Background: an optimization exercise with open tools, aiming at a short achievable clock period and few clock cycles. Do not read the settings as production practice. Function was checked by simulation only, so behaviour that the tests miss may differ from the original. Power is estimated from default activity; no workload was simulated.

[flow/config.mk]
export PLATFORM = sky130hd
export DESIGN_NAME = adc_seq
export DESIGN_NICKNAME = adc_seq
export VERILOG_FILES = /design/flow/design.v
export SDC_FILE = /design/flow/constraint.sdc
export NUM_CORES = 4
export LEC_CHECK = 0
export ABC_CLOCK_PERIOD_IN_PS = 300
export CAP_MARGIN = 20
export CORE_MARGIN = 2
export CORE_UTILIZATION = 45
export SETUP_SLACK_MARGIN = 4.5
export SLEW_MARGIN = 20
export SYNTH_HIERARCHICAL = 1
[flow/standard.sh]
#!/bin/bash
# synth_recipe.tcl (not shown) runs the flow's synth.tcl, then flattens the netlist and writes it again
# the make line also repeats each setting of config.mk as NAME=value (left out here)
make -C /OpenROAD-flow-scripts/flow DESIGN_CONFIG=/design/flow/config.mk WORK_HOME=/design/flow/orfs CLKGATE_MAP_FILE= SYNTH_SCRIPT=/design/flow/synth_recipe.tcl "${@:-finish}"
[flow/flow/run.sh]
#!/bin/bash
# The standard layout, with the port buffers that ORFS inserts before global
# placement made as sky130_fd_sc_hd__buf_4 rather than the library's smallest
# buffer (a delay cell), which repair_timing then leaves on the input paths.
set -euo pipefail
bash standard.sh finish "BUFFER_PORTS_ARGS=-buffer_cell sky130_fd_sc_hd__buf_4" > make_finish.log 2>&1
[flow/constraint.sdc]
create_clock -name core_clock -period 6.0 [get_ports {clk}]
set_input_delay 1.2000 -clock core_clock [delete_from_list [all_inputs] [get_ports {clk}]]
set_output_delay 1.2000 -clock core_clock [all_outputs]
set_load 0.01 [all_outputs]
[flow/design.v]
module adc_seq_wdec (
    input  wire [31:0] w,
    input  wire [15:0] a_hi,
    output wire        rd, wr, mod, pi, ps, ai, ar
);
    wire [3:0] op  = w[3:0];
    wire       hz  = (w[31:9] == 23'd0);
    wire       w80 = hz & (w[8:4] == 5'd0);
    assign rd  = w80 & (op == 4'h1);
    assign wr  = w80 & ((op == 4'h2) | (op == 4'h3));
    assign mod = op[0];                             
    assign pi  = w80 & (op == 4'h4) & (a_hi == 16'd0);
    assign ps  = hz & (op == 4'h5);
    assign ai  = w80 & (op == 4'h6);
    assign ar  = w80 & (op == 4'h7);
endmodule
module adc_seq_adec (
    input  wire [31:0] a,
    output wire [7:0]  is,                          
    output wire        mis
);
    assign is  = {a == 32'h3000_004C, a == 32'h3000_0034,
                  a == 32'h3000_0008, a == 32'h3000_0000,
                  a == 32'h2000_0014, a == 32'h2000_0000,
                  a == 32'h1000_0004, a == 32'h1000_0000};
    assign mis = (a[1:0] != 2'b00);
endmodule
module adc_seq_cap (
    input  wire       rd, wr, ar0,
    input  wire [7:0] is,
    input  wire       out_on, adc_on,
    output wire       ar,                           
    output wire [7:0] rs,                           
    output wire [7:0] ws,                           
    output wire       okrd, okw
);
    wire [7:0] acc = is & {{4{adc_on}}, {2{out_on}}, 2'b11};
    assign ar   = ar0 & adc_on;
    assign rs   = acc & {8{rd}};
    assign ws   = acc & 8'b0110_1111 & {8{wr}};     
    assign okrd = |rs;
    assign okw  = |ws;
endmodule
module adc_seq_dis (
    input  wire [7:0] ws,
    input  wire       mod, a30, a8, a0, b8, b0, clk1_8, cr0,
    output wire       dis,
    output wire       d1, d5                        
);
    wire wd_clk1_8 = a8 | (clk1_8 & ~b8 & mod);
    wire wd_cr_0   = a0 | (cr0 & ~b0 & mod);
    assign d1  = ~wd_clk1_8;
    assign d5  = a30 | ~wd_cr_0;
    assign dis = (ws[1] & d1) | (ws[5] & d5) | ws[6];
endmodule
module adc_seq_fast (
    input  wire        rst,
    input  wire        cmd_valid,
    input  wire [31:0] w,            
    input  wire [31:0] a,            
    input  wire [31:0] da, db,       
    input  wire [31:0] clk0, moder, odr,
    input  wire        out_on,
    input  wire        rdy,
    input  wire        st_ps,        
    input  wire        st_ar,        
    input  wire [15:0] oe,
    input  wire        rdy_o, rspv_or, bsy_or, wconv_or, rspk0_or, cst_or, cbusy_or, eoc_or,
    input  wire [15:0] oe_or, outr_or,
    output wire        rdy_d, rspv_d, bsy_d, slow_d, wconv_d, rspk0_d, cst_d, cbusy_d, eoc_d,
    output wire        fw_d, fps_d,      
    output wire [15:0] oe_d, outr_d
);
    wire z0, z1, z2, z3, z4, z5, z6, z5p;
    adc_seq_g_nor4 g_z0 (.a(w[31]), .b(w[30]), .c(w[29]), .d(w[28]), .y(z0));
    adc_seq_g_nor4 g_z1 (.a(w[27]), .b(w[26]), .c(w[25]), .d(w[24]), .y(z1));
    adc_seq_g_nor4 g_z2 (.a(w[23]), .b(w[22]), .c(w[21]), .d(w[20]), .y(z2));
    adc_seq_g_nor4 g_z3 (.a(w[19]), .b(w[18]), .c(w[17]), .d(w[16]), .y(z3));
    adc_seq_g_nor4 g_z4 (.a(w[15]), .b(w[14]), .c(w[13]), .d(w[12]), .y(z4));
    adc_seq_g_nor4 g_z5 (.a(w[11]), .b(w[10]), .c(w[9]),  .d(w[8]),  .y(z5));
    adc_seq_g_nor4 g_z6 (.a(w[7]),  .b(w[6]),  .c(w[5]),  .d(w[4]),  .y(z6));
    adc_seq_g_nor3 g_z5p (.a(w[11]), .b(w[10]), .c(w[9]), .y(z5p));
    wire o7, o5, o23;
    adc_seq_g_and4b  g_o7  (.an(w[3]), .b(w[2]), .c(w[1]), .d(w[0]), .y(o7));
    adc_seq_g_and4bb g_o5  (.an(w[3]), .bn(w[1]), .c(w[2]), .d(w[0]), .y(o5));
    adc_seq_g_and3bb g_o23 (.an(w[3]), .bn(w[2]), .c(w[1]), .y(o23));
    wire o23e;                       
    adc_seq_g_nor3b g_o23e (.a(w[3]), .b(w[2]), .cn(w[1]), .y(o23e));
    wire q_ar_n, q_ps_n, acc_n, q_ps;
    adc_seq_g_nand2 g_qar (.a(cmd_valid), .b(st_ar), .y(q_ar_n));
    adc_seq_g_nand2 g_qpn (.a(cmd_valid), .b(st_ps), .y(q_ps_n));
    adc_seq_g_and2  g_qps (.a(cmd_valid), .b(st_ps), .y(q_ps));
    adc_seq_g_nand2 g_acc (.a(cmd_valid), .b(rdy), .y(acc_n));
    wire p1_n, p2_n, p3_n, p4_n;
    adc_seq_g_nand4 g_p1 (.a(z0), .b(z1), .c(z2), .d(z3), .y(p1_n));
    adc_seq_g_nand4 g_p2 (.a(z4), .b(z5), .c(z6), .d(o7), .y(p2_n));
    adc_seq_g_nand3 g_p3 (.a(z4), .b(z5p), .c(o5), .y(p3_n));
    adc_seq_g_nand4 g_p4 (.a(z4), .b(z5), .c(z6), .d(o23), .y(p4_n));
    wire y0, y1, y2, y3, y4, y5, y6, c1_n, c2_n;
    adc_seq_g_nor4 g_y0 (.a(a[31]), .b(a[30]), .c(a[27]), .d(a[26]), .y(y0));
    adc_seq_g_nor4 g_y1 (.a(a[25]), .b(a[24]), .c(a[23]), .d(a[22]), .y(y1));
    adc_seq_g_nor4 g_y2 (.a(a[21]), .b(a[20]), .c(a[19]), .d(a[18]), .y(y2));
    adc_seq_g_nor4 g_y3 (.a(a[17]), .b(a[16]), .c(a[15]), .d(a[14]), .y(y3));
    adc_seq_g_nor4 g_y4 (.a(a[13]), .b(a[12]), .c(a[11]), .d(a[10]), .y(y4));
    adc_seq_g_nor4 g_y5 (.a(a[9]),  .b(a[8]),  .c(a[7]),  .d(a[6]),  .y(y5));
    adc_seq_g_nor4 g_y6 (.a(a[5]),  .b(a[3]),  .c(a[1]),  .d(a[0]),  .y(y6));
    adc_seq_g_nand4 g_c1 (.a(y0), .b(y1), .c(y2), .d(y3), .y(c1_n));
    adc_seq_g_nand3 g_c2 (.a(y4), .b(y5), .c(y6), .y(c2_n));
    wire na29, na28, na4, na2, r_c0, r_mo, r_od, r_mod, r_any_n;
    adc_seq_g_inv g_n29 (.a(a[29]), .y(na29));
    adc_seq_g_inv g_n28 (.a(a[28]), .y(na28));
    adc_seq_g_inv g_n4  (.a(a[4]),  .y(na4));
    adc_seq_g_inv g_n2  (.a(a[2]),  .y(na2));
    adc_seq_g_and4 g_rc0 (.a(na29),  .b(a[28]), .c(na4),  .d(na2),  .y(r_c0));
    adc_seq_g_and4 g_rmo (.a(a[29]), .b(na28),  .c(na4),  .d(na2),  .y(r_mo));
    adc_seq_g_and4 g_rod (.a(a[29]), .b(na28),  .c(a[4]), .d(a[2]), .y(r_od));
    adc_seq_g_or2  g_rmd (.a(r_mo), .b(r_od), .y(r_mod));
    adc_seq_g_a21oi g_rany (.a1(out_on), .a2(r_mod), .b1(r_c0), .y(r_any_n));
    wire f_ar, f_ps, k1, k2;
    adc_seq_g_nor4 g_far (.a(p1_n), .b(p2_n), .c(q_ar_n), .d(rst), .y(f_ar));
    adc_seq_g_nor4 g_fps (.a(p1_n), .b(p3_n), .c(q_ps_n), .d(rst), .y(f_ps));
    adc_seq_g_nor4 g_k1  (.a(p1_n), .b(p4_n), .c(c1_n), .d(c2_n), .y(k1));
    adc_seq_g_nor3 g_k2  (.a(acc_n), .b(r_any_n), .c(rst), .y(k2));
    wire accr, naccr;
    adc_seq_g_nor2 g_accr  (.a(acc_n), .b(rst), .y(accr));
    adc_seq_g_or2  g_naccr (.a(acc_n), .b(rst), .y(naccr));
    adc_seq_g_a21o  g_rdy  (.a1(acc_n), .a2(rdy_o), .b1(rst), .y(rdy_d));
    wire t_rspv, t_rk0, v_bsy;
    adc_seq_g_or2   g_trv  (.a(f_ps), .b(rspv_or), .y(t_rspv));
    adc_seq_g_a21o  g_rspv (.a1(k1), .a2(k2), .b1(t_rspv), .y(rspv_d));
    adc_seq_g_or2   g_trk  (.a(f_ps), .b(rspk0_or), .y(t_rk0));
    adc_seq_g_a21o  g_rk0  (.a1(k1), .a2(k2), .b1(t_rk0), .y(rspk0_d));
    adc_seq_g_a211oi g_vbsy (.a1(k1), .a2(k2), .b1(f_ps), .c1(naccr), .y(v_bsy));
    adc_seq_g_or2   g_bsy  (.a(v_bsy), .b(bsy_or), .y(bsy_d));
    adc_seq_g_and2  g_fwd  (.a(k1), .b(k2), .y(fw_d));
    assign fps_d = f_ps;
    adc_seq_g_a2111oi g_slow (.a1(k1), .a2(k2), .b1(f_ps), .c1(f_ar), .d1(naccr), .y(slow_d));
    adc_seq_g_or2   g_wcv  (.a(f_ar), .b(wconv_or), .y(wconv_d));
    adc_seq_g_or2   g_cst  (.a(f_ar), .b(cst_or), .y(cst_d));
    adc_seq_g_or2   g_cbs  (.a(f_ar), .b(cbusy_or), .y(cbusy_d));
    adc_seq_g_and2b g_eoc  (.an(f_ar), .b(eoc_or), .y(eoc_d));
    wire nw3, nw2, nrst, ra_c0_n, ra_mo_n, ra_od_n, op23_n, op23on_n, acc_r_n;
    adc_seq_g_inv   g_nw3  (.a(w[3]), .y(nw3));
    adc_seq_g_inv   g_nw2  (.a(w[2]), .y(nw2));
    adc_seq_g_inv   g_nrst (.a(rst), .y(nrst));
    adc_seq_g_nand4 g_rac0 (.a(na29), .b(a[28]), .c(na4), .d(na2), .y(ra_c0_n));
    adc_seq_g_nand4 g_ramo (.a(a[29]), .b(na28), .c(na4), .d(na2), .y(ra_mo_n));
    adc_seq_g_nand4 g_raod (.a(a[29]), .b(na28), .c(a[4]), .d(a[2]), .y(ra_od_n));
    adc_seq_g_nand3 g_op23 (.a(nw3), .b(nw2), .c(w[1]), .y(op23_n));
    adc_seq_g_nand4 g_op2o (.a(nw3), .b(nw2), .c(w[1]), .d(out_on), .y(op23on_n));
    adc_seq_g_nand3 g_accr3 (.a(rdy), .b(cmd_valid), .c(nrst), .y(acc_r_n));
    wire e_c0, e_mo, e_od;
    adc_seq_g_nor3 g_ec0 (.a(ra_c0_n), .b(op23_n),   .c(acc_r_n), .y(e_c0));
    adc_seq_g_nor3 g_emo (.a(ra_mo_n), .b(op23on_n), .c(acc_r_n), .y(e_mo));
    adc_seq_g_nor3 g_eod (.a(ra_od_n), .b(op23on_n), .c(acc_r_n), .y(e_od));
    wire h_oe, h_pin;
    adc_seq_g_nor3 g_hoe (.a(e_c0), .b(e_mo), .c(rst), .y(h_oe));
    adc_seq_g_nor4 g_hpn (.a(e_c0), .b(e_mo), .c(e_od), .d(rst), .y(h_pin));
    wire [3:0] pn;
    adc_seq_g_inv g_i4 (.a(w[4]), .y(pn[0]));
    adc_seq_g_inv g_i5 (.a(w[5]), .y(pn[1]));
    adc_seq_g_inv g_i6 (.a(w[6]), .y(pn[2]));
    adc_seq_g_inv g_i7 (.a(w[7]), .y(pn[3]));
    wire w8r;
    adc_seq_g_and2b g_w8r (.an(rst), .b(w[8]), .y(w8r));
    wire [15:0] hit;
    genvar n;
    generate
        for (n = 0; n < 16; n = n + 1) begin : g_pin
            wire dec;
            adc_seq_g_and4 g_dec (.a(((n / 1) % 2) ? w[4] : pn[0]), .b(((n / 2) % 2) ? w[5] : pn[1]),
                                  .c(((n / 4) % 2) ? w[6] : pn[2]), .d(((n / 8) % 2) ? w[7] : pn[3]), .y(dec));
            adc_seq_g_and3 g_hit (.a(dec), .b(o5), .c(q_ps), .y(hit[n]));
        end
    endgenerate
    adc_seq_wdata u_wdata (
        .e_c0 (e_c0), .e_mo (e_mo), .e_od (e_od), .hit (hit), .w8r (w8r),
        .h_oe (h_oe), .h_pin (h_pin),
        .mod (w[0]), .da (da), .db (db), .clk0 (clk0), .moder (moder), .odr (odr),
        .out_on (out_on), .oe (oe),
        .oe_or (oe_or), .outr_or (outr_or),
        .oe_d (oe_d), .outr_d (outr_d)
    );
endmodule
module adc_seq_wdata (
    input  wire        e_c0, e_mo, e_od,
    input  wire        h_oe, h_pin,     
    input  wire [15:0] hit,
    input  wire        w8r,             
    input  wire        mod,             
    input  wire [31:0] da, db, clk0, moder, odr,
    input  wire        out_on,
    input  wire [15:0] oe,
    input  wire [15:0] oe_or, outr_or,
    output wire [15:0] oe_d, outr_d
);
    wire [31:0] keep = ~db & {32{mod}};
    wire        wc0  = da[0] | (clk0[0] & keep[0]);
    wire [31:0] wmo  = da | (moder & keep);
    wire [15:0] wod  = da[15:0] | (odr[15:0] & keep[15:0]);
    genvar n;
    generate
        for (n = 0; n < 16; n = n + 1) begin : g_pin
            wire oe_mo = out_on & ~wmo[2*n+1] & wmo[2*n];
            wire oe_c0 = wc0 & ~moder[2*n+1] & moder[2*n];
            assign oe_d[n]   = (e_mo & oe_mo) | (e_c0 & oe_c0) | (h_oe & oe_or[n]);
            assign outr_d[n] = (hit[n] & oe[n] & w8r) | (e_od & oe[n] & wod[n]) |
                               (e_mo & oe_mo & odr[n]) | (e_c0 & oe_c0 & odr[n]) |
                               (h_pin & ~hit[n] & outr_or[n]);
        end
    endgenerate
endmodule
module adc_seq_g_inv   (input wire a, output wire y); assign y = ~a; endmodule
module adc_seq_g_and2  (input wire a, b, output wire y); assign y = a & b; endmodule
module adc_seq_g_and2b (input wire an, b, output wire y); assign y = ~an & b; endmodule
module adc_seq_g_and3  (input wire a, b, c, output wire y); assign y = a & b & c; endmodule
module adc_seq_g_and4  (input wire a, b, c, d, output wire y); assign y = a & b & c & d; endmodule
module adc_seq_g_and4b (input wire an, b, c, d, output wire y); assign y = ~an & b & c & d; endmodule
module adc_seq_g_and4bb (input wire an, bn, c, d, output wire y); assign y = ~an & ~bn & c & d; endmodule
module adc_seq_g_and3bb (input wire an, bn, c, output wire y); assign y = ~an & ~bn & c; endmodule
module adc_seq_g_a21oi (input wire a1, a2, b1, output wire y); assign y = ~((a1 & a2) | b1); endmodule
module adc_seq_g_a211oi (input wire a1, a2, b1, c1, output wire y); assign y = ~((a1 & a2) | b1 | c1); endmodule
module adc_seq_g_a2111oi (input wire a1, a2, b1, c1, d1, output wire y); assign y = ~((a1 & a2) | b1 | c1 | d1); endmodule
module adc_seq_g_nor3b (input wire a, b, cn, output wire y); assign y = ~(a | b | ~cn); endmodule
module adc_seq_g_or2   (input wire a, b, output wire y); assign y = a | b; endmodule
module adc_seq_g_nand2 (input wire a, b, output wire y); assign y = ~(a & b); endmodule
module adc_seq_g_nand3 (input wire a, b, c, output wire y); assign y = ~(a & b & c); endmodule
module adc_seq_g_nand4 (input wire a, b, c, d, output wire y); assign y = ~(a & b & c & d); endmodule
module adc_seq_g_nor2  (input wire a, b, output wire y); assign y = ~(a | b); endmodule
module adc_seq_g_nor3  (input wire a, b, c, output wire y); assign y = ~(a | b | c); endmodule
module adc_seq_g_nor4  (input wire a, b, c, d, output wire y); assign y = ~(a | b | c | d); endmodule
module adc_seq_g_a21o  (input wire a1, a2, b1, output wire y); assign y = (a1 & a2) | b1; endmodule
module adc_seq_g_mux2  (input wire a0, a1, s, output wire y); assign y = s ? a1 : a0; endmodule
module adc_seq (
    input  wire        clk,
    input  wire        rst,
    input  wire        cmd_valid,
    input  wire [31:0] cmd_word,
    input  wire [31:0] cmd_addr,
    input  wire [31:0] cmd_a,
    input  wire [31:0] cmd_b,
    output wire        ready,
    output wire        rsp_valid,
    output wire [1:0]  rsp_kind,
    output wire [31:0] rsp_data,
    input  wire        rsp_take,
    output wire        busy,
    output wire        fault,
    output wire [2:0]  fault_cause,
    output wire [31:0] fault_info,
    output wire [15:0] pin_oe,
    output wire [15:0] pin_out,
    output wire        conv_start,
    output wire [4:0]  conv_ch,
    output wire        conv_trusted,
    input  wire        conv_done,
    input  wire [11:0] conv_data
);
    localparam [31:0] A_CLK0  = 32'h1000_0000;
    localparam [31:0] A_CLK1  = 32'h1000_0004;
    localparam [31:0] A_MODER = 32'h2000_0000;
    localparam [31:0] A_ODR   = 32'h2000_0014;
    localparam [31:0] A_SR    = 32'h3000_0000;
    localparam [31:0] A_CR    = 32'h3000_0008;
    localparam [31:0] A_SQR   = 32'h3000_0034;
    localparam [31:0] A_DR    = 32'h3000_004C;
    localparam [1:0] R_OK = 2'b01, R_DATA = 2'b10;
    reg        rdy, rspv, flt, bsy;   
    reg        slow;                  
    reg        w_init;                
    reg [3:0]  icnt;
    reg        w_conv;                
    reg        w_ok;                  
    reg [1:0]  rsp_k;
    reg [31:0] rsp_d;
    reg [2:0]  fcause;
    reg [31:0] finfo;
    reg        cst;
    reg [4:0]  cch;
    reg        ctr;
    reg [15:0] oe_r, out_r;           
    reg [31:0] clk0, clk1, moder, odr, cr, sqr;
    reg [11:0] dr;
    reg        eoc, settled, conv_busy;
    reg [31:0] p_word, p_addr, p_a, p_b;
    reg        s_rd, s_w, s_mod, s_pi, s_ps, s_ai, s_ar0;   
    reg        s_ar;                  
    reg        s_okrd, s_okw;         
    reg [7:0]  s_rs;                  
    reg [7:0]  s_ws;                  
    reg [7:0]  q_is;                  
    reg        q_mis;                 
    reg        q_dis;                 
    reg        q_d1, q_d5;            
    reg        q_fw, q_fps;           
    reg [15:0] q_odrps;               
    wire out_on = clk0[0];
    wire adc_on = clk1[8];
    wire done = conv_done & conv_busy & ~cst;
    wire c_d1, c_d5;
    wire c_rd, c_w, c_mod, c_pi, c_ps, c_ai, c_ar0, c_ar, c_okrd, c_okw, c_mis, c_dis;
    wire [7:0] c_is, c_rs, c_ws;
    adc_seq_wdec u_wdec (
        .w (cmd_word), .a_hi (cmd_a[31:16]),
        .rd (c_rd), .wr (c_w), .mod (c_mod), .pi (c_pi), .ps (c_ps), .ai (c_ai), .ar (c_ar0)
    );
    adc_seq_adec u_adec (.a (cmd_addr), .is (c_is), .mis (c_mis));
    adc_seq_cap u_cap (
        .rd (c_rd), .wr (c_w), .ar0 (c_ar0), .is (c_is),
        .out_on (out_on), .adc_on (adc_on),
        .ar (c_ar), .rs (c_rs), .ws (c_ws), .okrd (c_okrd), .okw (c_okw)
    );
    adc_seq_dis u_dis (
        .ws (c_ws), .mod (c_mod), .a30 (cmd_a[30]), .a8 (cmd_a[8]), .a0 (cmd_a[0]),
        .b8 (cmd_b[8]), .b0 (cmd_b[0]), .clk1_8 (clk1[8]), .cr0 (cr[0]), .dis (c_dis),
        .d1 (c_d1), .d5 (c_d5)
    );
    always @(posedge clk) begin
        p_word  <= cmd_word;
        q_odrps <= cmd_word[8] ? (odr[15:0] | (16'd1 << cmd_word[7:4]))
                               : (odr[15:0] & ~(16'd1 << cmd_word[7:4]));
        p_addr  <= cmd_addr;
        p_a     <= cmd_a;
        p_b     <= cmd_b;
        s_rd    <= c_rd;
        s_w     <= c_w;
        s_mod   <= c_mod;
        s_pi    <= c_pi;
        s_ps    <= c_ps;
        s_ai    <= c_ai;
        s_ar0   <= c_ar0;
        s_ar    <= c_ar;
        s_okrd  <= c_okrd;
        s_okw   <= c_okw;
        s_rs    <= c_rs;
        s_ws    <= c_ws;
        q_is    <= c_is;
        q_mis   <= c_mis;
        q_dis   <= c_dis;
        q_d1    <= c_d1;
        q_d5    <= c_d5;
    end
    wire [31:0] keep     = ~p_b & {32{s_mod}};
    wire [31:0] wd_clk0  = p_a | (clk0  & keep);
    wire [31:0] wd_clk1  = p_a | (clk1  & keep);
    wire [31:0] wd_moder = p_a | (moder & keep);
    wire [31:0] wd_odr   = p_a | (odr   & keep);
    wire [31:0] wd_cr    = p_a | (cr    & keep);
    wire [31:0] wd_sqr   = p_a | (sqr   & keep);
    wire dis_clk1 = conv_busy & q_d1;
    wire dis_cr   = conv_busy & q_d5;
    wire dis_sqr  = conv_busy;
    wire dis      = conv_busy & q_dis;
    wire commit   = slow | q_fw;                  
    wire we_clk0  = commit & s_ws[0];
    wire we_clk1  = slow & s_ws[1] & ~dis_clk1;
    wire we_moder = commit & s_ws[2];
    wire we_odr   = commit & s_ws[3];
    wire we_cr    = slow & s_ws[5] & ~dis_cr;
    wire we_sqr   = slow & s_ws[6] & ~dis_sqr;
    wire ok_rd = s_okrd;
    wire ok_w  = s_okw & ~dis;
    wire ok_ai = s_ai & ~conv_busy;
    wire ok_ar = s_ar & ~conv_busy;
    wire ok_s  = ok_rd | ok_w | s_pi | ok_ai | ok_ar;
    wire g_pi  = slow & s_pi;
    wire g_ai0 = slow & s_ai;                     
    wire g_ai  = slow & ok_ai;                    
    wire st_cr    = p_a[30] & wd_cr[0];           
    wire s_start  = (we_cr & st_cr) | (slow & ok_ar & cr[0]);
    wire s_imm    = ok_ar & ~cr[0] & eoc;         
    wire busy_s   = s_ai | (s_ws[5] & st_cr) | (s_ar & ~s_imm);
    wire set_clr  = (we_cr & (cr[0] ^ wd_cr[0])) | (we_clk1 & ~wd_clk1[8]) |
                    (g_ai & ~cr[0]);
    reg [31:0] pi_set, pi_clr;
    integer i;
    always @(*) begin
        pi_set = 32'd0;
        pi_clr = 32'd0;
        for (i = 0; i < 16; i = i + 1) begin
            if (p_a[i]) begin
                pi_set[2*i]   = 1'b1;
                pi_clr[2*i]   = 1'b1;
                pi_clr[2*i+1] = 1'b1;
            end
        end
    end
    wire [31:0] rdata_s = ({32{s_rs[0]}} & clk0) |
                          ({32{s_rs[1]}} & clk1) |
                          ({32{s_rs[2]}} & moder) |
                          ({32{s_rs[3]}} & odr) |
                          ({32{s_rs[4]}} & {30'd0, eoc, 1'b0}) |
                          ({32{s_rs[5]}} & cr) |
                          ({32{s_rs[6]}} & sqr) |
                          ({32{s_rs[7] | s_imm}} & {20'd0, dr});
    wire [1:0] kind_s = {ok_rd | s_imm, (ok_w & ~(s_ws[5] & st_cr)) | s_pi};
    wire [7:0] clocked = {{4{adc_on}}, {2{out_on}}, 2'b11};
    wire [2:0] f_acc = q_mis ? 3'd2 : ~|q_is ? 3'd3 : ~|(q_is & clocked) ? 3'd4 :
                       (q_is[4] | q_is[7]) ? 3'd5 : 3'd6;
    wire [2:0] cause_s = (s_rd | s_w) ? f_acc :
                         s_ps  ? 3'd4 :
                         s_ar0 ? (adc_on ? 3'd6 : 3'd4) :
                         s_ai  ? 3'd6 : 3'd1;
    wire [31:0] info_s = (s_rd | s_w) ? p_addr :
                         s_ps  ? A_ODR :
                         s_ar0 ? A_CR :
                         s_ai  ? A_SQR : p_word;
    wire init_end = w_init & (icnt == 4'd0);
    wire conv_end = w_conv & done;
    wire take     = rspv & rsp_take;
    wire end_ev   = init_end | conv_end | w_ok;
    wire rd_clr   = slow & (s_rs[7] | s_imm);         
    wire rdy_o    = rdy | take;
    wire rspv_o   = slow ? (ok_s & ~busy_s) : end_ev ? 1'b1 : take ? 1'b0 : rspv;
    wire bsy_o    = slow ? (ok_s & busy_s) : end_ev ? 1'b0 : bsy;
    wire wconv_o  = slow ? (ok_ar & cr[0]) : end_ev ? 1'b0 : w_conv;
    wire rspk0_o  = slow ? kind_s[0] : end_ev ? ~conv_end : take ? 1'b0 : rsp_k[0];
    wire cbusy_o  = s_start | (conv_busy & ~done);
    wire eoc_o    = s_start ? 1'b0 : conv_end ? 1'b0 : done ? 1'b1 : rd_clr ? 1'b0 : eoc;
    reg [31:0] clk0_n, clk1_n, moder_n, odr_n, cr_n, sqr_n;
    always @(*) begin
        clk0_n = clk0;
        if (we_clk0)            clk0_n = wd_clk0;
        else if (g_pi | g_ai0)  clk0_n[0] = 1'b1;
        clk1_n = clk1;
        if (we_clk1)            clk1_n = wd_clk1;
        else if (g_ai0)         clk1_n[8] = 1'b1;
        moder_n = moder;
        if (we_moder)           moder_n = wd_moder;
        else if (g_pi)          moder_n = (moder & ~pi_clr) | pi_set;
        else if (g_ai0)         moder_n[9:8] = 2'b11;
        odr_n = odr;
        if (we_odr)             odr_n = wd_odr;
        else if (q_fps)         odr_n[15:0] = q_odrps;
        sqr_n = sqr;
        if (we_sqr)             sqr_n = wd_sqr;
        else if (g_ai)          sqr_n[4:0] = 5'd4;
        cr_n = cr;
        if (we_cr)              cr_n = {wd_cr[31], 1'b0, wd_cr[29:0]};
        else if (g_ai)          cr_n[0] = 1'b1;
    end
    wire [15:0] oe_n;
    genvar n;
    generate
        for (n = 0; n < 16; n = n + 1) begin : g_pin
            assign oe_n[n] = clk0_n[0] & (moder_n[2*n+1:2*n] == 2'b01);
        end
    endgenerate
    wire rdy_d, rspv_d, bsy_d, slow_d, wconv_d, rspk0_d, cst_d, cbusy_d, eoc_d;
    wire q_fw_d, q_fps_d;
    wire [15:0] oe_d, outr_d;
    adc_seq_fast u_fast (
        .rst       (rst),
        .cmd_valid (cmd_valid),
        .w         (cmd_word),
        .a         (cmd_addr),
        .da        (cmd_a),
        .db        (cmd_b),
        .clk0      (clk0),
        .moder     (moder),
        .odr       (odr),
        .out_on    (out_on),
        .rdy       (rdy),
        .st_ps     (rdy & out_on),
        .st_ar     (rdy & adc_on & ~conv_busy & cr[0]),
        .oe        (oe_r),
        .rdy_o     (rdy_o),
        .rspv_or   (~rst & rspv_o),
        .bsy_or    (~rst & bsy_o),
        .wconv_or  (~rst & wconv_o),
        .rspk0_or  (~rst & rspk0_o),
        .cst_or    (~rst & s_start),
        .cbusy_or  (~rst & cbusy_o),
        .eoc_or    (~rst & eoc_o),
        .oe_or     (oe_n),
        .outr_or   (oe_n & odr_n[15:0]),
        .rdy_d (rdy_d), .rspv_d (rspv_d), .bsy_d (bsy_d), .slow_d (slow_d),
        .wconv_d (wconv_d), .rspk0_d (rspk0_d), .cst_d (cst_d), .cbusy_d (cbusy_d),
        .eoc_d (eoc_d), .fw_d (q_fw_d), .fps_d (q_fps_d),
        .oe_d (oe_d), .outr_d (outr_d)
    );
    always @(posedge clk) begin
        rdy       <= rdy_d;
        rspv      <= rspv_d;
        bsy       <= bsy_d;
        slow      <= slow_d;
        w_conv    <= wconv_d;
        rsp_k[0]  <= rspk0_d;
        cst       <= cst_d;
        conv_busy <= cbusy_d;
        eoc       <= eoc_d;
        q_fw      <= q_fw_d;
        q_fps     <= q_fps_d;
        oe_r      <= oe_d;
        out_r     <= outr_d;
    end
    always @(posedge clk) begin
        if (rst) begin
            flt <= 1'b0;
            w_init <= 1'b0;
            w_ok <= 1'b0;
            icnt <= 4'd0;
            rsp_k[1] <= 1'b0;
            rsp_d <= 32'd0;
            fcause <= 3'd0;
            finfo <= 32'd0;
            clk0 <= 32'd0;
            clk1 <= 32'd0;
            moder <= 32'd0;
            odr <= 32'd0;
            cr <= 32'd0;
            sqr <= 32'd0;
            dr <= 12'd0;
            settled <= 1'b0;
        end else begin
            icnt <= icnt - 4'd1;
            if (slow) begin
                flt <= ~ok_s;
                w_init <= ok_ai;
                w_ok <= ok_w & s_ws[5] & st_cr;
                icnt <= 4'd15;
                rsp_k[1] <= kind_s[1];
                rsp_d <= rdata_s;
                if (!ok_s) begin
                    fcause <= cause_s;
                    finfo <= info_s;
                end
            end else begin
                if (take) begin
                    rsp_k[1] <= 1'b0;
                    rsp_d <= 32'd0;
                end
                if (end_ev) begin
                    w_init <= 1'b0;
                    w_ok <= 1'b0;
                    rsp_k[1] <= conv_end;
                end
                if (conv_end)
                    rsp_d <= {20'd0, conv_data};
            end
            clk0 <= clk0_n;
            clk1 <= clk1_n;
            moder <= moder_n;
            odr <= odr_n;
            cr <= cr_n;
            sqr <= sqr_n;
            if (set_clr)       settled <= 1'b0;
            else if (init_end) settled <= 1'b1;
            if (done)          dr <= conv_data;
        end
    end
    always @(posedge clk) begin
        cch <= sqr[4:0];
        ctr <= settled & (sqr[4:0] == 5'd4) & (moder[9:8] == 2'b11);
    end
    assign ready        = rdy;
    assign busy         = bsy;
    assign fault        = flt;
    assign rsp_valid    = rspv;
    assign rsp_kind     = rsp_k;
    assign rsp_data     = rsp_d;
    assign fault_cause  = fcause;
    assign fault_info   = finfo;
    assign conv_start   = cst;
    assign conv_ch      = cch;
    assign conv_trusted = ctr;
    assign pin_oe       = oe_r;
    assign pin_out      = out_r;
endmodule
==> tab_implementation.tex, run 1 <==
\begin{tabular}{lr}
\hline
Metric & Value \\
\hline
\multicolumn{2}{l}{\textbf{Worst setup path}} \\
Required time worst endpoint & 6510 ps \\
Worst setup startpoint & slow \\
Critical path class & reg -> reg \\
R2R Path Start & slow \\
Critical Path Fanout Max & 6 \\
Reg2reg path depth & 12 \\
Data arrival at the endpoint of the critical path & 2910 ps \\
R2r endpoint & rspv \\
Kind of start point of the critical path & register \\
Endpoint kind of the worst setup timing path & register \\
Register-to-register setup slack & 3600 ps \\
CP Capture Point & rspv \\
\multicolumn{2}{l}{\textbf{Clocking}} \\
Deepest clock path buffer count & 3 \\
Clock tree from TritonCTS & yes \\
Cell at the root of the clock tree & clkbuf\_16 \\
\# clock sinks & 508 \\
Clock transition at the registers of the reported paths & 70 ps \\
Level count of the clock H-tree & 2 \\
Number of buffers inserted during clock tree synthesis & 54 \\
Count of hold-fix buffers inserted at cts & 0 \\
Clock Latency Late Sink & 630 ps \\
\multicolumn{2}{l}{\textbf{STA}} \\
Setup ws final & 3600 ps \\
Setup repair after global routing missed its margin & yes \\
Slew HR & 45.6\% \\
Post-route clock period utilization & 40.1\% \\
Tightest Pin Transition & 815 ps \\
Final max-slew violation count & 0 \\
Post-route minimum period & 2400 ps \\
Final count of negative-setup-slack endpoints & 0 \\
Setup\_tns & 0 ps \\
Post-route clock skew & 15.7 ps \\
Timing-limited maximum frequency & 0.416 GHz \\
Final hold violations & 0 \\
\multicolumn{2}{l}{\textbf{Power and ir drop}} \\
Switching Fraction & 25.5\% \\
Sequential power share & 46.0\% \\
Power density cells & 223 nW/um\^{}2 \\
Psw & 1.96 mW \\
Pleak & 13.0 nW \\
Peak supply drop & 0.222 mV \\
Logic pwr share & 10.2\% \\
Clock share of power & 43.8\% \\
Internal portion of total power & 5.74 mW \\
\multicolumn{2}{l}{\textbf{Routing}} \\
Iteration-0 DRC count of the detailed router & 3,008 \\
Remaining antenna violation count & 0 \\
Via count of the routed design & 22,600 \\
Number of DRC violations after detailed routing & 0 \\
DRT Pass-1 Iters & 6 \\
DR vias/cell & 6.56 \\
Mean routed wirelength per cell & 30.5 um \\
Drt total wl & 105 mm \\
\multicolumn{2}{l}{\textbf{Job}} \\
Max-cap violation count & 0 \\
\multicolumn{2}{l}{\textbf{Worst hold path}} \\
Type of the most critical hold path & reg -> reg \\
Cell depth of the worst min-delay path & 0 \\
\multicolumn{2}{l}{\textbf{Logic synthesis}} \\
Cells after Synth & 2,246 \\
Warnings from Yosys & 7 \\
Cell area after synthesis & 20,600 sq um \\
Post-Syn Nets & 2,393 \\
Synth Area per Inst & 9.18 sq um \\
\multicolumn{2}{l}{\textbf{GRT}} \\
Pin count of the biggest net entering global routing & 74 \\
Global-route wire length before repair & 139 mm \\
Aggregate global routing overflow & 0 \\
Antenna violations before repair & 0 \\
Via count of the first global-routing pass & 21,100 \\
Total track usage & 39.3\% \\
\multicolumn{2}{l}{\textbf{Floorplanning}} \\
Die area & 47,500 sq um \\
Core footprint & 45,300 sq um \\
Starting density of the core & 45.5\% \\
Row Count & 78 \\
Top-level I/O count & 257 \\
Vertical die dimension & 218 um \\
Overall die width & 218 um \\
\multicolumn{2}{l}{\textbf{Finish}} \\
Signed area change from the synthesized netlist to the final layout & 67.4\% \\
Fraction of layout instances using a drive strength above 1 & 53.6\% \\
Final core utilization & 76.2\% \\
Final \#Nets & 2,954 \\
\multicolumn{2}{l}{\textbf{Placement}} \\
Buffers added on ports & 256 \\
Estimated wirelength of the detail-placed design & 54.0 mm \\
Pre-CTS WS & 2330 ps \\
Weighted congestion reported at the end of routability-driven placement & 0.913 \\
\multicolumn{2}{l}{\textbf{Status}} \\
Result of the run & complete, no violations \\
\hline
\end{tabular}
## how the worst min path moves through the flow
stage / from / end
2_1_floorplan: sqr[3] / cch[3]
4_1_cts: sqr[1] / cch[1]
3_3_place_gp: sqr[1] / cch[1]
6_report: sqr[1] / cch[1]
3_5_place_dp: sqr[1] / cch[1]
5_1_grt: sqr[1] / cch[1]
## layer usage
metal  global-route usage (%)  part of all wire, %  vias up
met5                        0                 0.11        -
li1                         -                    -     9522
met2                     60.3                   43     1587
met4                     18.0                  6.2        2
met3                     9.62                   13      428
met1                     52.1                   38    11100
## critical path, stage by stage, from the launching register on
cell and delay (ps):
dfxtp_4 370, buf_12 140, buf_6 100, buf_6 80, buf_6 80, buf_6 90, buf_6 100, clkinvlp_4 140
buf_6 170, a31oi_1 410, a2111oi_0 180, or2_1 270, a21o_1 150
## cell usage in the layout (no fill, tap or decap), types with 29 or more instances in the layout
| cell type | n |
|---|---|
| a21oi_2 | 172 |
| a221o_1 | 32 |
| a22oi_1 | 94 |
| buf_12 | 56 |
| buf_4 | 288 |
| buf_6 | 227 |
| clkbuf_16 | 72 |
| dfxtp_1 | 379 |
| dfxtp_2 | 102 |
| inv_1 | 71 |
| mux2_4 | 30 |
| nand2_1 | 171 |
| nand2_2 | 30 |
| nand3_1 | 39 |
| nor2_1 | 100 |
| nor3_2 | 31 |
| nor4_4 | 33 |
| o21ai_0 | 36 |
| o21ai_1 | 29 |
| o21ai_2 | 55 |
| o21ai_4 | 37 |
## metrics by stage
| stage | hold WS [ps] | total power [mW] | area (sq um) | cells |
|---|---|---|---|---|
| floorplan | 347 | 3.82 | 22700 | 2246 |
| global placement | 372 | 4.05 | 24300 | 2960 |
| detailed placement | 380 | 4.05 | 24300 | 2960 |
| CTS | 392 | 7.54 | 31400 | 3305 |
| global route | 414 | 7.84 | 34500 | 3446 |
| finish | 405 | 7.70 | 34500 | 3447 |
## timing repair
action	CTS	global route
setup endpoints to repair	481	444
gates resized for setup	656	426
setup buffers	211	118
gates cloned	39	23
pin swaps	133	193
## area by class of cell
type                    count  area, sq um
repair inverters            1         7.51
well taps                 600          751
diodes                      1         2.50
flip-flops and latches    508        10400
fillers                  2913        10800
multi-input cells        1523        13900
clock buffers              82         1650
inverters                  80          343
clock inverters            13         93.8
repair buffers            639         7380
## power groups by stage
stage	Combinational (mW)	Clock [mW]	Sequential, mW
floorplan	0.247	0	3.58
global placement	0.458	0	3.59
detailed placement	0.462	0	3.59
CTS	0.662	3.35	3.52
global route	0.809	3.49	3.54
finish	0.787	3.37	3.54
Testbench counts, summed over its fixed seeds: cycles 13,954.
==> run 2, diff against run 1 <==
--- a/flow/design.v
+++ b/flow/design.v
@@ -106,16 +106,11 @@
     adc_seq_g_nor4 g_y6 (.a(a[5]),  .b(a[3]),  .c(a[1]),  .d(a[0]),  .y(y6));
     adc_seq_g_nand4 g_c1 (.a(y0), .b(y1), .c(y2), .d(y3), .y(c1_n));
     adc_seq_g_nand3 g_c2 (.a(y4), .b(y5), .c(y6), .y(c2_n));
-    wire na29, na28, na4, na2, r_c0, r_mo, r_od, r_mod, r_any_n;
-    adc_seq_g_inv g_n29 (.a(a[29]), .y(na29));
+    wire na28, r_any_n, ra_od_n, ra_od_n_inv;
     adc_seq_g_inv g_n28 (.a(a[28]), .y(na28));
-    adc_seq_g_inv g_n4  (.a(a[4]),  .y(na4));
-    adc_seq_g_inv g_n2  (.a(a[2]),  .y(na2));
-    adc_seq_g_and4 g_rc0 (.a(na29),  .b(a[28]), .c(na4),  .d(na2),  .y(r_c0));
-    adc_seq_g_and4 g_rmo (.a(a[29]), .b(na28),  .c(na4),  .d(na2),  .y(r_mo));
-    adc_seq_g_and4 g_rod (.a(a[29]), .b(na28),  .c(a[4]), .d(a[2]), .y(r_od));
-    adc_seq_g_or2  g_rmd (.a(r_mo), .b(r_od), .y(r_mod));
-    adc_seq_g_a21oi g_rany (.a1(out_on), .a2(r_mod), .b1(r_c0), .y(r_any_n));
+    adc_seq_g_nand4 g_rany (.a(a[29]), .b(na28), .c(a[4]), .d(a[2]), .y(ra_od_n));
+    adc_seq_g_inv g_raoi (.a(ra_od_n), .y(ra_od_n_inv));
+    adc_seq_g_nand2 g_rano (.a(ra_od_n_inv), .b(out_on), .y(r_any_n));
     wire f_ar, f_ps, k1, k2;
     adc_seq_g_nor4 g_far (.a(p1_n), .b(p2_n), .c(q_ar_n), .d(rst), .y(f_ar));
     adc_seq_g_nor4 g_fps (.a(p1_n), .b(p3_n), .c(q_ps_n), .d(rst), .y(f_ps));
@@ -139,23 +134,13 @@
     adc_seq_g_or2   g_cst  (.a(f_ar), .b(cst_or), .y(cst_d));
     adc_seq_g_or2   g_cbs  (.a(f_ar), .b(cbusy_or), .y(cbusy_d));
     adc_seq_g_and2b g_eoc  (.an(f_ar), .b(eoc_or), .y(eoc_d));
-    wire nw3, nw2, nrst, ra_c0_n, ra_mo_n, ra_od_n, op23_n, op23on_n, acc_r_n;
+    wire nw3, nw2, nrst, op23on_n, acc_r_n, e_od;
     adc_seq_g_inv   g_nw3  (.a(w[3]), .y(nw3));
     adc_seq_g_inv   g_nw2  (.a(w[2]), .y(nw2));
     adc_seq_g_inv   g_nrst (.a(rst), .y(nrst));
-    adc_seq_g_nand4 g_rac0 (.a(na29), .b(a[28]), .c(na4), .d(na2), .y(ra_c0_n));
-    adc_seq_g_nand4 g_ramo (.a(a[29]), .b(na28), .c(na4), .d(na2), .y(ra_mo_n));
-    adc_seq_g_nand4 g_raod (.a(a[29]), .b(na28), .c(a[4]), .d(a[2]), .y(ra_od_n));
-    adc_seq_g_nand3 g_op23 (.a(nw3), .b(nw2), .c(w[1]), .y(op23_n));
     adc_seq_g_nand4 g_op2o (.a(nw3), .b(nw2), .c(w[1]), .d(out_on), .y(op23on_n));
     adc_seq_g_nand3 g_accr3 (.a(rdy), .b(cmd_valid), .c(nrst), .y(acc_r_n));
-    wire e_c0, e_mo, e_od;
-    adc_seq_g_nor3 g_ec0 (.a(ra_c0_n), .b(op23_n),   .c(acc_r_n), .y(e_c0));
-    adc_seq_g_nor3 g_emo (.a(ra_mo_n), .b(op23on_n), .c(acc_r_n), .y(e_mo));
-    adc_seq_g_nor3 g_eod (.a(ra_od_n), .b(op23on_n), .c(acc_r_n), .y(e_od));
-    wire h_oe, h_pin;
-    adc_seq_g_nor3 g_hoe (.a(e_c0), .b(e_mo), .c(rst), .y(h_oe));
-    adc_seq_g_nor4 g_hpn (.a(e_c0), .b(e_mo), .c(e_od), .d(rst), .y(h_pin));
+    adc_seq_g_nor3  g_eod  (.a(ra_od_n), .b(op23on_n), .c(acc_r_n), .y(e_od));
     wire [3:0] pn;
     adc_seq_g_inv g_i4 (.a(w[4]), .y(pn[0]));
     adc_seq_g_inv g_i5 (.a(w[5]), .y(pn[1]));
@@ -174,8 +159,7 @@
         end
     endgenerate
     adc_seq_wdata u_wdata (
-        .e_c0 (e_c0), .e_mo (e_mo), .e_od (e_od), .hit (hit), .w8r (w8r),
-        .h_oe (h_oe), .h_pin (h_pin),
+        .e_od (e_od), .hit (hit), .w8r (w8r), .rst (rst),
         .mod (w[0]), .da (da), .db (db), .clk0 (clk0), .moder (moder), .odr (odr),
         .out_on (out_on), .oe (oe),
         .oe_or (oe_or), .outr_or (outr_or),
@@ -183,10 +167,10 @@
     );
 endmodule
 module adc_seq_wdata (
-    input  wire        e_c0, e_mo, e_od,
-    input  wire        h_oe, h_pin,     
+    input  wire        e_od,
     input  wire [15:0] hit,
     input  wire        w8r,             
+    input  wire        rst,
     input  wire        mod,             
     input  wire [31:0] da, db, clk0, moder, odr,
     input  wire        out_on,
@@ -194,19 +178,13 @@
     input  wire [15:0] oe_or, outr_or,
     output wire [15:0] oe_d, outr_d
 );
-    wire [31:0] keep = ~db & {32{mod}};
-    wire        wc0  = da[0] | (clk0[0] & keep[0]);
-    wire [31:0] wmo  = da | (moder & keep);
-    wire [15:0] wod  = da[15:0] | (odr[15:0] & keep[15:0]);
+    wire [15:0] wod = da[15:0] | (odr[15:0] & ~db[15:0] & {16{mod}});
+    assign oe_d = oe_or & {16{~rst}};
     genvar n;
     generate
         for (n = 0; n < 16; n = n + 1) begin : g_pin
-            wire oe_mo = out_on & ~wmo[2*n+1] & wmo[2*n];
-            wire oe_c0 = wc0 & ~moder[2*n+1] & moder[2*n];
-            assign oe_d[n]   = (e_mo & oe_mo) | (e_c0 & oe_c0) | (h_oe & oe_or[n]);
-            assign outr_d[n] = (hit[n] & oe[n] & w8r) | (e_od & oe[n] & wod[n]) |
-                               (e_mo & oe_mo & odr[n]) | (e_c0 & oe_c0 & odr[n]) |
-                               (h_pin & ~hit[n] & outr_or[n]);
+            assign outr_d[n] = e_od   ? (oe[n] & wod[n]) :
+                               hit[n] ? (oe[n] & w8r) : (outr_or[n] & ~rst);
         end
     endgenerate
 endmodule
==> flow/run.sh (new file) <==
#!/bin/bash
# synth_recipe.tcl (not shown) runs the flow's synth.tcl, then flattens the netlist and writes it again
# the make line also repeats each setting of config.mk as NAME=value (left out here)
make -C /OpenROAD-flow-scripts/flow DESIGN_CONFIG=/design/flow/config.mk WORK_HOME=/design/flow/orfs CLKGATE_MAP_FILE= SYNTH_SCRIPT=/design/flow/synth_recipe.tcl finish
removed: flow/flow/run.sh
removed: flow/standard.sh
==> tab_implementation.tex, run 2 <==
\begin{tabular}{lr}
\hline
Metric & Value \\
\hline
\multicolumn{2}{l}{\textbf{Clocking}} \\
Number of buffers inserted during clock tree synthesis & 53 (was 54) \\
Level count of the clock H-tree & 2 (unchanged) \\
Deepest clock path buffer count & 3 (unchanged) \\
Cell at the root of the clock tree & clkbuf\_16 (unchanged) \\
Clock Latency Late Sink & 610 ps (was 630 ps) \\
Clock transition at the registers of the reported paths & 60 ps (was 70 ps) \\
Count of hold-fix buffers inserted at cts & 0 (unchanged) \\
\# clock sinks & 508 (unchanged) \\
Clock tree from TritonCTS & yes (unchanged) \\
\multicolumn{2}{l}{\textbf{Power and ir drop}} \\
Power density cells & 224 nW/um\^{}2 (was 223 nW/um\^{}2) \\
Pleak & 12.9 nW (was 13.0 nW) \\
Peak supply drop & 0.221 mV (was 0.222 mV) \\
\multicolumn{2}{l}{\textbf{GRT}} \\
Global-route wire length before repair & 136 mm (was 139 mm) \\
Fraction of met2 tracks used by global routing & 57.5\% (was 60.3\%) \\
Antenna violations before repair & 6 (was 0) \\
Via count of the first global-routing pass & 20,600 (was 21,100) \\
Total track usage & 39.0\% (was 39.3\%) \\
Grt peak-use layer & met2 (unchanged) \\
Global routing usage on met1 & 53.5\% (was 52.1\%) \\
Pin count of the biggest net entering global routing & 66 (was 74) \\
Met3 Usage GRT & 10.2\% (was 9.62\%) \\
Aggregate global routing overflow & 0 (unchanged) \\
\multicolumn{2}{l}{\textbf{STA}} \\
Slew HR & 53.5\% (was 45.6\%) \\
Post-route minimum period & 2480 ps (was 2400 ps) \\
Setup repair after global routing missed its margin & yes (unchanged) \\
Tightest Pin Transition & 697 ps (was 815 ps) \\
Setup ws final & 3520 ps (was 3600 ps) \\
Post-route clock period utilization & 41.4\% (was 40.1\%) \\
Post-route clock skew & 21.1 ps (was 15.7 ps) \\
Final count of negative-setup-slack endpoints & 0 (unchanged) \\
Final max-slew violation count & 0 (unchanged) \\
Timing-limited maximum frequency & 0.403 GHz (was 0.416 GHz) \\
Setup\_tns & 0 ps (unchanged) \\
Final hold violations & 0 (unchanged) \\
\multicolumn{2}{l}{\textbf{Routing}} \\
DRT Pass-1 Iters & 6 (unchanged) \\
Iteration-0 DRC count of the detailed router & 2,757 (was 3,008) \\
Number of DRC violations after detailed routing & 0 (unchanged) \\
Drt total wl & 99.3 mm (was 105 mm) \\
Mean routed wirelength per cell & 29.6 um (was 30.5 um) \\
Via count of the routed design & 21,600 (was 22,600) \\
DR vias/cell & 6.44 (was 6.56) \\
Remaining antenna violation count & 0 (unchanged) \\
\multicolumn{2}{l}{\textbf{Worst setup path}} \\
Critical path class & reg -> reg (unchanged) \\
Endpoint kind of the worst setup timing path & register (unchanged) \\
Kind of start point of the critical path & register (unchanged) \\
Required time worst endpoint & 6520 ps (was 6510 ps) \\
R2R Path Start & slow (unchanged) \\
Worst setup startpoint & slow (unchanged) \\
Critical Path Fanout Max & 6 (unchanged) \\
Data arrival at the endpoint of the critical path & 3010 ps (was 2910 ps) \\
\multicolumn{2}{l}{\textbf{Finish}} \\
Final \#Nets & 2,873 (was 2,954) \\
Signed area change from the synthesized netlist to the final layout & 72.4\% (was 67.4\%) \\
Most frequent cells in the layout & 380 x dfxtp\_1, 223 x buf\_6, 172 x buf\_4 (was 379 x dfxtp\_1, 288 x buf\_4, 227 x buf\_6) \\
Fraction of layout instances using a drive strength above 1 & 54.5\% (was 53.6\%) \\
Final core utilization & 78.1\% (was 76.2\%) \\
Number of non-filler instances in the completed layout & 3,355 (was 3,447) \\
Most frequent standard cell in the layout excluding fill and tap cells & dfxtp\_1 (unchanged) \\
Post-route design area & 34,300 sq um (was 34,500 sq um) \\
\multicolumn{2}{l}{\textbf{Floorplanning}} \\
Overall die width & 214 um (was 218 um) \\
Row Count & 77 (was 78) \\
Starting density of the core & 45.3\% (was 45.5\%) \\
Top-level I/O count & 257 (unchanged) \\
Core footprint & 43,900 sq um (was 45,300 sq um) \\
Die area & 45,900 sq um (was 47,500 sq um) \\
Vertical die dimension & 214 um (was 218 um) \\
\multicolumn{2}{l}{\textbf{Placement}} \\
Weighted congestion reported at the end of routability-driven placement & 0.860 (was 0.913) \\
Pre-CTS WS & 2210 ps (was 2330 ps) \\
Estimated wirelength of the detail-placed design & 50.8 mm (was 54.0 mm) \\
Cell total after placement & 2,885 (was 2,960) \\
Placed Area & 24,300 sq um (about the same) \\
Buffers added on ports & 256 (unchanged) \\
\multicolumn{2}{l}{\textbf{Logic synthesis}} \\
Warnings from Yosys & 7 (unchanged) \\
Synth Area per Inst & 9.21 sq um (was 9.18 sq um) \\
Cells after Synth & 2,160 (was 2,246) \\
Cell area after synthesis & 19,900 sq um (was 20,600 sq um) \\
Post-Syn Nets & 2,307 (was 2,393) \\
\multicolumn{2}{l}{\textbf{Worst hold path}} \\
Type of the most critical hold path & reg -> reg (unchanged) \\
Startpoint of the lowest-slack hold path & sqr[0] (was sqr[1]) \\
\multicolumn{2}{l}{\textbf{Job}} \\
Max-cap violation count & 0 (unchanged) \\
\multicolumn{2}{l}{\textbf{Status}} \\
Result of the run & complete, no violations (unchanged) \\
\hline
\end{tabular}
[run 2: metrics by stage]
step,power [mW],hold slack (ps)
floorplan,3.81,347
global placement,4.06,389
detailed placement,4.06,378
CTS,7.53,404
global route,7.83,439
finish,7.68,429
[run 2: cell type report]
type | instances | area [sq um]
multi-input cells | 1461 | 13300
clock buffers | 80 | 1570
diodes | 1 | 2.50
clock inverters | 11 | 134
flip-flops and latches | 508 | 10400
fillers | 2751 | 9620
repair buffers | 653 | 7960
inverters | 48 | 188
well taps | 592 | 741
repair inverters | 1 | 7.51
[run 2: where the power goes]
group | internal [mW] | total [mW] | switching, mW
Combinational | 0.393 | 0.803 | 0.410
Clock | 1.92 | 3.33 | 1.41
Sequential | 3.45 | 3.55 | 0.104
Total | 5.76 | 7.68 | 1.92
[run 2: per-layer routing]
layer / vias to the layer above / wire length (um)
met4: 8 / 5230
met5: - / 55
li1: 9105 / -
met3: 365 / 11800
met2: 1457 / 43000
met1: 10700 / 39200
[run 2: repair_timing]
action,CTS,global route
pin swaps,242,163
buffers inserted,225,96
resized for setup,1509,425
gates cloned,49,8
endpoints found under the setup margin,487,475
[run 2: path summary, 6_finish.rpt]
kind | to | slack, ps | cells past startpoint
setup / recovery | out_r[3] | 3520 | 12
hold / removal | cch[0] | 430 | 0
setup reg to reg | out_r[3] | 3520 | 12
hold reg to reg | cch[0] | 430 | 0
[run 2: critical path: stages (launching register included)]
cell and delay [ps]:
dfxtp_4 400, buf_4 130, buf_6 100, o21a_4 200, buf_8 170, buf_12 130
buf_8 120, nand2_2 40, a32o_2 260, nor4_1 310, nor3b_2 240, a31oi_1 90
o22ai_1 210
Testbench counts of run 2, summed over its fixed seeds: cycles 14,043.
==> run 3, diff against run 2 <==
==> flow/flow/run.sh (new file) <==
#!/bin/bash
# The standard layout, with the port buffers that ORFS inserts before global
# placement made as sky130_fd_sc_hd__buf_4 rather than the library's smallest
# buffer (a delay cell), which repair_timing then leaves on the input paths.
set -euo pipefail
bash standard.sh finish "BUFFER_PORTS_ARGS=-buffer_cell sky130_fd_sc_hd__buf_4" > make_finish.log 2>&1
==> flow/standard.sh (new file) <==
#!/bin/bash
# synth_recipe.tcl (not shown) runs the flow's synth.tcl, then flattens the netlist and writes it again
# the make line also repeats each setting of config.mk as NAME=value (left out here)
make -C /OpenROAD-flow-scripts/flow DESIGN_CONFIG=/design/flow/config.mk WORK_HOME=/design/flow/orfs CLKGATE_MAP_FILE= SYNTH_SCRIPT=/design/flow/synth_recipe.tcl "${@:-finish}"
removed: flow/run.sh
==> tab_implementation.tex, run 3 <==
\begin{tabular}{lr}
\hline
Metric & Value \\
\hline
\multicolumn{2}{l}{\textbf{GRT}} \\
Pin count of the biggest net entering global routing & 72 (was 66) \\
Total track usage & 38.0\% (was 39.0\%) \\
Aggregate global routing overflow & 0 (unchanged) \\
Antenna violations before repair & 2 (was 6) \\
Global-route wire length before repair & 132 mm (was 136 mm) \\
Via count of the first global-routing pass & 20,000 (was 20,600) \\
\multicolumn{2}{l}{\textbf{STA}} \\
Slew HR & 49.7\% (was 53.5\%) \\
Final count of negative-setup-slack endpoints & 0 (unchanged) \\
Post-route minimum period & 2390 ps (was 2480 ps) \\
Final hold violations & 0 (unchanged) \\
Setup ws final & 3610 ps (was 3520 ps) \\
Tightest Pin Transition & 754 ps (was 697 ps) \\
Post-route clock period utilization & 39.8\% (was 41.4\%) \\
Setup\_tns & 0 ps (unchanged) \\
Final max-slew violation count & 0 (unchanged) \\
Timing-limited maximum frequency & 0.419 GHz (was 0.403 GHz) \\
Post-route clock skew & 18.6 ps (was 21.1 ps) \\
Setup repair after global routing missed its margin & yes (unchanged) \\
\multicolumn{2}{l}{\textbf{Worst setup path}} \\
Data arrival at the endpoint of the critical path & 2920 ps (was 3010 ps) \\
Required time worst endpoint & 6530 ps (was 6520 ps) \\
Reg2reg path depth & 11 (was 12) \\
Critical Path Fanout Max & 9 (was 6) \\
Kind of start point of the critical path & register (unchanged) \\
Register-to-register setup slack & 3610 ps (was 3520 ps) \\
Endpoint kind of the worst setup timing path & register (unchanged) \\
Critical path class & reg -> reg (unchanged) \\
\multicolumn{2}{l}{\textbf{Routing}} \\
Number of DRC violations after detailed routing & 0 (unchanged) \\
Drt total wl & 92.8 mm (was 99.3 mm) \\
DRT Pass-1 Iters & 8 (was 6) \\
Iteration-0 DRC count of the detailed router & 2,984 (was 2,757) \\
Remaining antenna violation count & 0 (unchanged) \\
DR vias/cell & 6.34 (was 6.44) \\
Mean routed wirelength per cell & 28.1 um (was 29.6 um) \\
Via count of the routed design & 20,900 (was 21,600) \\
\multicolumn{2}{l}{\textbf{Floorplanning}} \\
Starting density of the core & 45.3\% (unchanged) \\
Core footprint & 43,900 sq um (unchanged) \\
Row Count & 77 (unchanged) \\
Overall die width & 214 um (unchanged) \\
Vertical die dimension & 214 um (unchanged) \\
Die area & 45,900 sq um (unchanged) \\
Top-level I/O count & 257 (unchanged) \\
\multicolumn{2}{l}{\textbf{Placement}} \\
Buffers added on ports & 256 (unchanged) \\
Estimated wirelength of the detail-placed design & 48.5 mm (was 50.8 mm) \\
Cell total after placement & 2,878 (was 2,885) \\
Weighted congestion reported at the end of routability-driven placement & 0.865 (was 0.860) \\
Pre-CTS WS & 2780 ps (was 2210 ps) \\
\multicolumn{2}{l}{\textbf{Logic synthesis}} \\
Synth Area per Inst & 9.21 sq um (unchanged) \\
Cells after Synth & 2,160 (unchanged) \\
Warnings from Yosys & 7 (unchanged) \\
Post-Syn Nets & 2,307 (unchanged) \\
Cell area after synthesis & 19,900 sq um (unchanged) \\
\multicolumn{2}{l}{\textbf{Clocking}} \\
Deepest clock path buffer count & 3 (unchanged) \\
\# clock sinks & 508 (unchanged) \\
Number of buffers inserted during clock tree synthesis & 54 (was 53) \\
Count of hold-fix buffers inserted at cts & 0 (unchanged) \\
Clock transition at the registers of the reported paths & 60 ps (about the same) \\
Clock Latency Late Sink & 630 ps (was 610 ps) \\
Clock tree from TritonCTS & yes (unchanged) \\
Level count of the clock H-tree & 2 (unchanged) \\
Cell at the root of the clock tree & clkbuf\_16 (unchanged) \\
\multicolumn{2}{l}{\textbf{Power and ir drop}} \\
Power density cells & 238 nW/um\^{}2 (was 224 nW/um\^{}2) \\
Peak supply drop & 0.191 mV (was 0.221 mV) \\
Pleak & 12.0 nW (was 12.9 nW) \\
\multicolumn{2}{l}{\textbf{Finish}} \\
Fraction of layout instances using a drive strength above 1 & 50.4\% (was 54.5\%) \\
Most frequent standard cell in the layout excluding fill and tap cells & dfxtp\_1 (unchanged) \\
Filler cell count in the final layout & 3,063 (was 2,751) \\
Number of non-filler instances in the completed layout & 3,299 (was 3,355) \\
Signed area change from the synthesized netlist to the final layout & 60.3\% (was 72.4\%) \\
Final \#Nets & 2,812 (was 2,873) \\
Most frequent cells in the layout & 378 x dfxtp\_1, 272 x buf\_4, 225 x nand2\_1 (was 380 x dfxtp\_1, 223 x buf\_6, 172 x buf\_4) \\
\multicolumn{2}{l}{\textbf{Worst hold path}} \\
Type of the most critical hold path & reg -> reg (unchanged) \\
Cell depth of the worst min-delay path & 0 (unchanged) \\
\multicolumn{2}{l}{\textbf{Status}} \\
Result of the run & complete, no violations (unchanged) \\
\multicolumn{2}{l}{\textbf{Job}} \\
Max-cap violation count & 0 (unchanged) \\
\hline
\end{tabular}
-- run 3: where the power goes --
| group | switching, mW | internal, mW |
|---|---|---|
| Sequential | 0.0798 | 3.45 |
| Clock | 1.43 | 1.96 |
| Combinational | 0.349 | 0.315 |
-- run 3: worst max-delay path: stages (launching register included) --
cell	delay, ps
dfxtp_4	360
buf_12	140
o21ai_4	270
buf_4	170
buf_6	120
buf_16	160
a211oi_1	60
a21o_1	250
nor4_4	300
nor3b_2	200
a31oi_1	50
o22ai_1	200
-- run 3: area by class of cell --
cell class              count  area, sq um  share of cell area, %
clock inverters            12          116                  0.365
well taps                 592          741                   2.32
inverters                  48          184                  0.576
diodes                      1         2.50                0.00784
multi-input cells        1462        12000                   37.5
flip-flops and latches    508        10400                   32.6
clock buffers              85         1650                   5.17
repair buffers            590         6850                   21.5
repair inverters            1         7.51                 0.0235
-- run 3: routing by layer --
metal,vias up,track usage [%],share of wire [%]
met5,-,0,0
met4,0,16.9,4.8
met3,331,9.28,12
met2,1420,56.1,43
met1,10200,52.8,40
li1,8967,-,-
-- run 3: what timing repair did --
action | CTS | global route
cloned | 37 | 5
pin swaps | 152 | 104
resized for setup | 517 | 226
setup buffers | 211 | 70
setup endpoints to repair | 482 | 456
-- run 3: through the flow --
step	total power [mW]	area [sq um]	util [%]	hold slack [ps]
6_report	7.58	31900	72.6	409
5_1_grt	7.75	31900	72.6	415
4_1_cts	7.51	30300	69.0	394
3_5_place_dp	4.02	23600	53.7	384
3_3_place_gp	4.02	23600	53.7	381
2_1_floorplan	3.81	22000	-	347
-- run 3: path summary, 6_finish.rpt --
kind | startpoint | to
setup / recovery | slow | out_r[1]
hold / removal | sqr[0] | cch[0]
setup reg to reg | slow | out_r[1]
hold reg to reg | sqr[0] | cch[0]

==> what the ideal ports hide <==
How much do the figures lean on ideal ports? The routed layouts below were timed once more, with nothing changed but the port constraints. Step 1: set_driving_cell puts a clkbuf_16 on clk and a buf_2 on each other input, an assumption about the parent block. Step 2 also shifts input and output timing later by t, the mid clock arrival at the registers, as if the neighbouring blocks saw the same clock. a / b / c = ideal / step 1 / step 2; a / b = the first two.
| run | shift t [ns] | slack for setup (ns) | latest minus earliest clock arrival (ns) | worst register clock-pin slew, ns | cell pins on the clock port's net |
|---|---|---|---|---|---|
| run 1 | 0.680 | 3.596 / 3.576 / 2.896 | 0.016 / 0.016 | 0.07 / 0.07 | 1 |
| run 2 | 0.663 | 3.518 / 3.518 / 3.079 | 0.021 / 0.022 | 0.07 / 0.07 | 1 |
| run 3 | 0.679 | 3.611 / 3.611 / 3.155 | 0.020 / 0.019 | 0.07 / 0.07 | 1 |
After both steps every run listed still meets setup and hold. For run 1, which loses most, drivers alone change the setup slack by -0.020 ns; drivers and shift together by -0.700 ns.
